What follows belongs to an exercise in optimizing a design on an open flow for small area, a short achievable clock period and few clock cycles; a production flow would make more cautious choices.
Function was checked by simulation only, so behaviour that the tests miss may differ from the original.
No activity file was given, so power comes from the tool's default toggle rates.

==> inputs of run a <==
## hw6_core
module hw6_core (
    input  wire         clk,
    input  wire         rst,             
    input  wire [13:0]  prog_len,        
    output wire [13:0]  imem_addr,
    input  wire [31:0]  imem_rdata,
    output wire         dmem_re,
    output wire         dmem_we,
    output wire [15:0]  dmem_addr,
    output wire [15:0]  dmem_wdata,
    output wire [1:0]   dmem_wstrb,
    input  wire [15:0]  dmem_rdata,
    output wire         ret_valid,
    output wire [13:0]  ret_pc,
    output wire         ret_xw,
    output wire [3:0]   ret_xw_idx,
    output wire [15:0]  ret_xw_data,
    output wire [3:0]   ret_vw_mask,
    output wire [3:0]   ret_vw_idx,
    output wire [63:0]  ret_vw_data,
    output wire [2:0]   ret_cc,
    output wire         ret_unknown,
    output wire [143:0] vtx_pos,         
    output wire [47:0]  vtx_col,         
    output wire [3:0]   gsr,             
    output wire         halted,
    output wire         fault,
    output wire [2:0]   fault_code,
    output wire [17:0]  fault_info
);
    localparam [7:0] OP_ADD_D   = 8'h00, OP_ADD_F   = 8'h01, OP_ADDI_D  = 8'h02,
                     OP_ADDI_F  = 8'h03, OP_VADD    = 8'h04, OP_AND_D   = 8'h05,
                     OP_ANDI_D  = 8'h06, OP_MOV     = 8'h07, OP_MOVI_D  = 8'h08,
                     OP_MOVI_F  = 8'h09, OP_VMOV    = 8'h0A, OP_VMOVI   = 8'h0B,
                     OP_CMP     = 8'h0C, OP_CMPI    = 8'h0D, OP_VCMOV   = 8'h0E,
                     OP_VCMOVI  = 8'h0F, OP_LDB     = 8'h10, OP_LDW     = 8'h11,
                     OP_STB     = 8'h12, OP_STW     = 8'h13, OP_SETVTX  = 8'h20,
                     OP_SETCOL  = 8'h21, OP_ROTATE  = 8'h22, OP_TRANSL  = 8'h23,
                     OP_SCALE   = 8'h24, OP_BEGINP  = 8'h25, OP_FLUSH   = 8'h26,
                     OP_DRAW    = 8'h27, OP_BRN     = 8'h30, OP_BRZ     = 8'h31,
  ...
Settings: LEC_CHECK=0, CAP_MARGIN=20, CORE_MARGIN=2, CORE_UTILIZATION=45, PLACE_DENSITY=0.6, SLEW_MARGIN=20; clock period 12.0 ns.
run.sh (not shown) runs the stock make flow with config.mk's settings and CLKGATE_MAP_FILE= SYNTH_SCRIPT=/design/flow/synth_recipe.tcl, a recipe that flattens the netlist after the stock synthesis.
==> inputs of run b, as changes to run a <==
--- a/flow/design.v
+++ b/flow/design.v
@@ -59,25 +59,21 @@
     reg          halted_r;
     reg          fault_r;
     reg  [2:0]   fault_code_r;
     reg  [17:0]  fault_info_r;
     reg          stop;                   
-    integer i;
     reg  signed [16:0] fpc;              
     reg  signed [16:0] dpc;              
     reg                dval;
     reg         eval;
     reg  [31:0] eir;
     reg  signed [16:0] epc;
     reg         e_pcbad;
     reg  [1:0]  eph;                     
     reg  [3:0]  e_rb;                    
     reg  [3:0]  e_wi;                    
-    reg  [15:0] sel_va, sel_vb;          
-    reg  [14:0] sel_xa, sel_xb;          
-    reg  [15:0] vv;                      
-    reg  [14:0] xv;                      
+    reg  [3:0]  e_va;                    
     reg         e_ccw;                   
     reg         m_re, m_we;
     reg  [15:0] m_addr, m_wdata;
     reg  [1:0]  m_wstrb;
     reg         w_valid;
@@ -122,23 +118,14 @@
     wire known =
         (op <= OP_STW) ||
         ((op >= OP_SETVTX) && (op <= OP_DRAW)) ||
         ((op >= OP_BRN) && (op <= OP_JSRR)) ||
         (op == OP_HALT);
-    reg [63:0] va, vb;
-    reg [15:0] xa, xb;
-    always @(*) begin
-        va = 64'd0; vb = 64'd0; xa = 16'd0; xb = 16'd0;
-        for (i = 0; i < 16; i = i + 1) begin
-            va = va | ({64{sel_va[i]}} & vr[i]);
-            vb = vb | ({64{sel_vb[i]}} & vr[i]);
-        end
-        for (i = 0; i < 15; i = i + 1) begin
-            xa = xa | ({16{sel_xa[i]}} & xr[i]);
-            xb = xb | ({16{sel_xb[i]}} & xr[i]);
-        end
-    end
+    wire [15:0] xa = (f_s1 == PC_IDX) ? 16'd0 : xr[f_s1];
+    wire [15:0] xb = (e_rb == PC_IDX) ? 16'd0 : xr[e_rb];
+    wire [63:0] va = vr[e_va];
+    wire [63:0] vb = vr[f_vs2[3:0]];
     reg        exc;
     reg [2:0]  exc_code;
     reg [17:0] exc_info;
     always @(*) begin
         exc = 1'b0;
@@ -262,11 +249,11 @@
     wire e_fault   = e_live && (e_pcbad || exc || (is_mem && eph == 2'd0 && ea_bad));
     wire e_ok      = e_live && !e_pcbad && !exc;         
     wire e_commit  = e_ok && !is_load && !(is_store && ea_bad);
     wire e_ld_ph0  = e_ok && is_load && (eph == 2'd0) && !ea_bad;
     wire e_ld_done = e_ok && is_load && (eph == 2'd2);
-    wire e_redirect = e_ok && (op == OP_JMP || op == OP_JSRR);
+    wire e_redirect = e_commit && (op == OP_JMP || op == OP_JSRR);
     wire signed [16:0] e_target = {3'b000, xa[15:2]};
     wire e_free  = !eval || !(is_load && eph != 2'd2);
     reg d_ccok;
     wire [2:0] cc_fwd = (eval && e_ccw) ? ex_cc : cc;
     always @(*) begin
@@ -286,30 +273,11 @@
     wire hold   = (dgo && d_load) ||
                   (eval && is_load && eph == 2'd0) ||
                   (eval && is_load && eph == 2'd1 && dval && d_condbr);
     wire [15:0] ld_val = eir[24] ? dmem_rdata : {8'd0, dmem_rdata[7:0]};
     wire [2:0]  ld_cc  = cc_of(ld_val);
-    wire        is_vcm = (op == OP_VCMOV) || (op == OP_VCMOVI);
-    wire [3:0]  vw_en  = e_ok ? (ex_vm | {4{is_vcm && !vv[f_vd[3:0]]}}) : 4'b0000;
-    wire [63:0] vw_data;
-    genvar g;
-    generate for (g = 0; g < 4; g = g + 1) begin : lanes
-        assign vw_data[16*g +: 16] = (is_vcm && !ex_vm[g]) ? 16'd0 : ex_vd[16*g +: 16];
-    end endgenerate
-    wire        xw_en  = (e_ok && ex_xw) || e_ld_done;
-    wire [3:0]  xw_idx = e_ld_done ? f_d : e_wi;
-    wire [15:0] xw_data = e_ld_done ? ld_val : ex_xd;
-    reg  [15:0] vv_next;
-    reg  [14:0] xv_next;
-    always @(*) begin
-        for (i = 0; i < 16; i = i + 1)
-            vv_next[i] = vv[i] || (vw_en != 4'b0000 && f_vd[3:0] == i);
-        for (i = 0; i < 15; i = i + 1)
-            xv_next[i] = xv[i] || (xw_en && xw_idx == i);
-    end
-    wire [3:0] d_va_idx = d_gvec ? diw[19:16] : diw[11:8];
-    wire [3:0] d_xb_idx = d_store ? diw[23:20] : diw[11:8];
+    integer i;
     always @(posedge clk) begin
         if (rst) begin
             fpc <= 17'sd0;
             dpc <= 17'sd0;
             dval <= 1'b0;
@@ -331,18 +299,11 @@
                 eval <= 1'b1;
                 eir <= diw;
                 epc <= dpc;
                 e_pcbad <= d_pcbad;
                 e_rb <= d_store ? diw[23:20] : diw[11:8];
-                for (i = 0; i < 16; i = i + 1) begin
-                    sel_va[i] <= (d_va_idx == i) && vv_next[i];
-                    sel_vb[i] <= (diw[3:0] == i) && vv_next[i];
-                end
-                for (i = 0; i < 15; i = i + 1) begin
-                    sel_xa[i] <= (diw[19:16] == i) && xv_next[i];
-                    sel_xb[i] <= (d_xb_idx == i) && xv_next[i];
-                end
+                e_va <= d_gvec ? diw[19:16] : diw[11:8];
                 e_ccw <= (dop <= OP_AND_D && dop != OP_VADD) || dop == OP_ANDI_D ||
                          dop == OP_MOV || dop == OP_MOVI_D || dop == OP_MOVI_F ||
                          dop == OP_CMP || dop == OP_CMPI;
                 eph <= 2'd0;
             end else if (e_ld_ph0) begin
@@ -360,31 +321,31 @@
             if (e_commit && is_store) begin
                 m_wdata <= xb;
                 m_wstrb <= is_word ? 2'b11 : 2'b01;
             end
             w_valid <= e_commit || e_ld_done;
-            w_halt  <= e_ok && op == OP_HALT;
-            w_g     <= e_ok ? {op == OP_DRAW, op == OP_FLUSH, op == OP_BEGINP,
+            w_halt  <= e_commit && op == OP_HALT;
+            w_g     <= e_commit ? {op == OP_DRAW, op == OP_FLUSH, op == OP_BEGINP,
                                    op == OP_TRANSL, op == OP_SETCOL, op == OP_SETVTX} : 6'd0;
             w_prim  <= (f_s1 != 4'd0);
             w_pc    <= epc[13:0];
             w_xw    <= e_ld_done ? 1'b1 : ex_xw;
             w_xi    <= e_ld_done ? f_d : e_wi;
             w_xd    <= e_ld_done ? ld_val : ex_xd;
             w_vm    <= e_ld_done ? 4'b0000 : ex_vm;
             w_vi    <= f_vd[3:0];
-            w_vd    <= vw_data;
+            w_vd    <= ex_vd;
             w_cc    <= e_ld_done ? ld_cc : (ex_ccw ? ex_cc : cc);
             w_unk   <= !known;
         end
         if (dgo)
             e_wi <= (dop == OP_MOV || dop == OP_MOVI_D || dop == OP_MOVI_F) ? diw[19:16] :
                     (dop == OP_JSR || dop == OP_JSRR) ? LR_IDX : diw[23:20];
         if (rst) begin
             cc <= 3'b000;
-            vv <= 16'd0;
-            xv <= 15'd0;
+            for (i = 0; i < 15; i = i + 1) xr[i] <= 16'd0;
+            for (i = 0; i < 16; i = i + 1) vr[i] <= 64'd0;
             for (i = 0; i < 3; i = i + 1) begin
                 vx[i] <= 16'd0; vy[i] <= 16'd0; vz[i] <= 16'd0;
             end
             cr <= 16'd0; cg <= 16'd0; cb <= 16'd0;
             cur <= 2'd0;
@@ -392,14 +353,22 @@
             halted_r <= 1'b0;
             fault_r <= 1'b0;
             fault_code_r <= 3'd0;
             fault_info_r <= 18'd0;
         end else begin
-            vv <= vv_next;
-            xv <= xv_next;
-            if (e_ok && ex_ccw) cc <= ex_cc;
-            if (e_ld_done) cc <= ld_cc;
+            if (e_commit) begin
+                if (ex_xw) xr[e_wi] <= ex_xd;
+                if (ex_ccw) cc <= ex_cc;
+                if (ex_vm[0]) vr[f_vd[3:0]][15:0]  <= ex_vd[15:0];
+                if (ex_vm[1]) vr[f_vd[3:0]][31:16] <= ex_vd[31:16];
+                if (ex_vm[2]) vr[f_vd[3:0]][47:32] <= ex_vd[47:32];
+                if (ex_vm[3]) vr[f_vd[3:0]][63:48] <= ex_vd[63:48];
+            end
+            if (e_ld_done) begin
+                xr[f_d] <= ld_val;
+                cc <= ld_cc;
+            end
             if (e_fault) begin
                 fault_r <= 1'b1;
                 if (e_pcbad) begin
                     fault_code_r <= F_PC;
                     fault_info_r <= {epc[16], epc};
@@ -435,17 +404,10 @@
             if (w_g[3]) gsr_r[1:0] <= w_prim ? 2'b10 : 2'b01;
             if (w_g[4]) gsr_r[3:2] <= 2'b10;
             if (w_g[5]) gsr_r[3:2] <= 2'b01;
         end
     end
-    always @(posedge clk) begin
-        if (xw_en) xr[xw_idx] <= xw_data;
-        if (vw_en[0]) vr[f_vd[3:0]][15:0]  <= vw_data[15:0];
-        if (vw_en[1]) vr[f_vd[3:0]][31:16] <= vw_data[31:16];
-        if (vw_en[2]) vr[f_vd[3:0]][47:32] <= vw_data[47:32];
-        if (vw_en[3]) vr[f_vd[3:0]][63:48] <= vw_data[63:48];
-    end
     assign imem_addr  = fpc[13:0];
     assign dmem_re    = m_re;
     assign dmem_we    = m_we;
     assign dmem_addr  = m_addr;
     assign dmem_wdata = m_wdata;
==> inputs of run c, as changes to run a <==
--- a/flow/design.v
+++ b/flow/design.v
@@ -63,10 +63,18 @@
     reg          stop;                   
     integer i;
     reg  signed [16:0] fpc;              
     reg  signed [16:0] dpc;              
     reg                dval;
+    reg                fp_pred;          
+    reg  [3:0]   bt_v;
+    reg  [13:0]  bt_pc [0:3];
+    reg  [13:0]  bt_tg [0:3];
+    reg  [1:0]   bt_ptr;
+    reg  [13:0]  ras;
+    reg          e_pred;                 
+    reg  [13:0]  e_pnext;
     reg         eval;
     reg  [31:0] eir;
     reg  signed [16:0] epc;
     reg         e_pcbad;
     reg  [1:0]  eph;                     
@@ -262,11 +270,12 @@
     wire e_fault   = e_live && (e_pcbad || exc || (is_mem && eph == 2'd0 && ea_bad));
     wire e_ok      = e_live && !e_pcbad && !exc;         
     wire e_commit  = e_ok && !is_load && !(is_store && ea_bad);
     wire e_ld_ph0  = e_ok && is_load && (eph == 2'd0) && !ea_bad;
     wire e_ld_done = e_ok && is_load && (eph == 2'd2);
-    wire e_redirect = e_ok && (op == OP_JMP || op == OP_JSRR);
+    wire e_redirect = e_ok && (op == OP_JSRR ||
+                               (op == OP_JMP && !(e_pred && e_pnext == xa[15:2])));
     wire signed [16:0] e_target = {3'b000, xa[15:2]};
     wire e_free  = !eval || !(is_load && eph != 2'd2);
     reg d_ccok;
     wire [2:0] cc_fwd = (eval && e_ccw) ? ex_cc : cc;
     always @(*) begin
@@ -280,11 +289,28 @@
             default: d_ccok = 1'b1;
         endcase
     end
     wire e_ph2  = eval && is_load && (eph == 2'd2);
     wire dgo    = dval && !stop && e_free && !e_redirect && !(e_ph2 && d_condbr);
-    wire d_taken = dgo && !d_pcbad && (d_uncond || (d_condbr && d_ccok));
+    wire d_jmp   = (dop == OP_JMP);
+    wire d_act   = d_uncond || (d_condbr && d_ccok);      
+    wire d_taken = dgo && !d_pcbad && (fp_pred ? (d_condbr && !d_ccok) : (d_act || d_jmp));
+    wire signed [16:0] dpc_inc = dpc + 17'sd1;
+    wire signed [16:0] d_next  = fp_pred ? dpc_inc : d_jmp ? {3'b000, ras} : d_target;
+    wire d_alloc = dgo && !d_pcbad && !fp_pred && d_act && (d_target[16:14] == 3'b000);
+    reg        p_hit;
+    reg [13:0] p_tgt;
+    always @(*) begin
+        p_hit = 1'b0;
+        p_tgt = 14'd0;
+        for (i = 0; i < 4; i = i + 1)
+            if (bt_v[i] && bt_pc[i] == fpc[13:0]) begin
+                p_hit = 1'b1;
+                p_tgt = p_tgt | bt_tg[i];
+            end
+        if (fpc[16:14] != 3'b000) p_hit = 1'b0;
+    end
     wire hold   = (dgo && d_load) ||
                   (eval && is_load && eph == 2'd0) ||
                   (eval && is_load && eph == 2'd1 && dval && d_condbr);
     wire [15:0] ld_val = eir[24] ? dmem_rdata : {8'd0, dmem_rdata[7:0]};
     wire [2:0]  ld_cc  = cc_of(ld_val);
@@ -311,24 +337,40 @@
     always @(posedge clk) begin
         if (rst) begin
             fpc <= 17'sd0;
             dpc <= 17'sd0;
             dval <= 1'b0;
+            fp_pred <= 1'b0;
+            bt_v <= 4'd0;
+            bt_ptr <= 2'd0;
+            ras <= 14'd0;
             eval <= 1'b0;
             eph <= 2'd0;
             stop <= 1'b0;
             m_re <= 1'b0;
             m_we <= 1'b0;
             w_valid <= 1'b0;
             w_halt <= 1'b0;
             w_g <= 6'd0;
         end else begin
             if (e_redirect)   fpc <= e_target;
-            else if (d_taken) fpc <= d_target;
-            else if (!hold)   fpc <= fpc + 17'sd1;
+            else if (d_taken) fpc <= d_next;
+            else if (!hold)   fpc <= p_hit ? {3'b000, p_tgt} : fpc + 17'sd1;
+            if (e_redirect || d_taken) fp_pred <= 1'b0;
+            else if (!hold)            fp_pred <= p_hit;
             dpc <= fpc;
             dval <= !(e_redirect || d_taken);
+            if (d_alloc) begin
+                bt_v[bt_ptr] <= 1'b1;
+                bt_pc[bt_ptr] <= dpc[13:0];
+                bt_tg[bt_ptr] <= d_target[13:0];
+                bt_ptr <= bt_ptr + 2'd1;
+            end
+            if (e_ok && op == OP_JSRR)
+                ras <= epc[13:0] + 14'd1;
+            else if (dgo && dop == OP_JSR)
+                ras <= dpc_inc[13:0];
             if (dgo) begin
                 eval <= 1'b1;
                 eir <= diw;
                 epc <= dpc;
                 e_pcbad <= d_pcbad;
@@ -343,10 +385,12 @@
                 end
                 e_ccw <= (dop <= OP_AND_D && dop != OP_VADD) || dop == OP_ANDI_D ||
                          dop == OP_MOV || dop == OP_MOVI_D || dop == OP_MOVI_F ||
                          dop == OP_CMP || dop == OP_CMPI;
                 eph <= 2'd0;
+                e_pred <= !fp_pred && d_jmp;
+                e_pnext <= ras;
             end else if (e_ld_ph0) begin
                 eph <= 2'd1;
             end else if (e_ok && is_load && eph == 2'd1) begin
                 eph <= 2'd2;
             end else if (e_commit || e_ld_done) begin
--- a/flow/config.mk
+++ b/flow/config.mk
@@ -5,8 +5,9 @@
 export SDC_FILE = /design/flow/constraint.sdc
 export NUM_CORES = 4
 export LEC_CHECK = 0
 export CAP_MARGIN = 20
 export CORE_MARGIN = 2
-export CORE_UTILIZATION = 45
-export PLACE_DENSITY = 0.6
+export CORE_UTILIZATION = 60
+export PLACE_DENSITY = 0.7
+export SETUP_SLACK_MARGIN = 5
 export SLEW_MARGIN = 20
==> notes <==
Of run c and run b, run c has the higher clock power (gap about 3.5%, measured against run b).
First-iteration DRC count: run b is lower than run a (about 20%).
Between run c and run b, the lower sequential share of layout area is in run b (gap 6.6 points).
Against run c, the die area of run b is higher by 39%.
The highest area after synthesis belongs to run b, the lowest to run a.
In critical path depth, run a and run b do not differ.
Fmax, lowest first: run b, run c, run a.
In run a the routed wire length is lower than in run c, by about 2.4%.
==> figures <==
| metric | run c | run b | run a |
|---|---|---|---|
| Outcome | finished clean | finished clean | finished clean |
| Count of multi-input gates | 4,877 | 5,191 | 4,408 |
| Flip-flop and latch count after synthesis | 1,954 | 1,753 | 1,806 |
| Share of cells above drive strength 1 | 10.1% | 17.7% | 10.2% |
| Arithmetic-cell share of the synthesized area counting full adders, half adders and majority gates | 3.53% | 3.32% | 3.73% |
| Setup slack after placement | 4.09 ns | 3.77 ns | 5.87 ns |
| Avg Cell Area, Syn | 12.1 um2 | 12.4 um2 | 12.5 um2 |
| Synthesized-area fraction occupied by ao, oa, aoi and oai cells | 18.6% | 7.28% | 19.7% |
| Number of synthesized flops with an enable pin | 1,653 | 1,488 | 1,526 |
| Placeable core region | 150,000 um2 | 210,000 um2 | 187,000 um2 |
| Wire length the detailed router placed on met1 | 120,000 um | 132,000 um | 123,000 um |
| Overall die area | 155,000 um2 | 215,000 um2 | 191,000 um2 |
| Critical path startpoint | sel_xb[11] | - | eir[29] |
| Combinational share of power | 5.2% | 16.8% | 5.1% |
| Layout net count | 8,209 | 8,147 | 7,458 |
| Buffers plus inverters on the worst setup path | 1 | 3 | 2 |
| Area share of and/or/nand/nor cells after synthesis | 9.85% | 12.3% | 9.37% |
Testbench counts of run a, summed over its fixed seeds: cycles 89,042.
Testbench counts of run b, summed over its fixed seeds: cycles 89,042.
Testbench counts of run c, summed over its fixed seeds: cycles 80,287.

[separate check: timing with driven ports]
The results above use ideal ports. As a check the final layouts listed here were re-extracted and re-timed, cells and wires unchanged.
Step 1, drivers: a clkbuf_16 drives clk and a buf_2 each remaining input, both assumed.
Step 2 times the ports against the registers' clock, not the clock port: input delays grow and output delays shrink by t, the midpoint of the rising clock arrivals with the driver on.
Slacks: no drivers / after step 1 / after step 2; pairs: no drivers / after step 1.
run	t, ns	setup slack, ns	hold slack, ns	worst register clock-pin slew, ns
run a	0.923	5.690 / 5.690 / 5.690	0.423 / 0.423 / 0.423	0.07 / 0.07
run b	0.940	3.650 / 3.650 / 3.650	0.437 / 0.437 / 0.437	0.07 / 0.07
run c	0.918	5.060 / 5.060 / 4.296	0.441 / 0.441 / 0.441	0.07 / 0.07
After both steps setup and hold are still met in every run listed. The setup slack of run c, which loses most, moves by 0.000 ns with the drivers and by -0.764 ns with both steps.
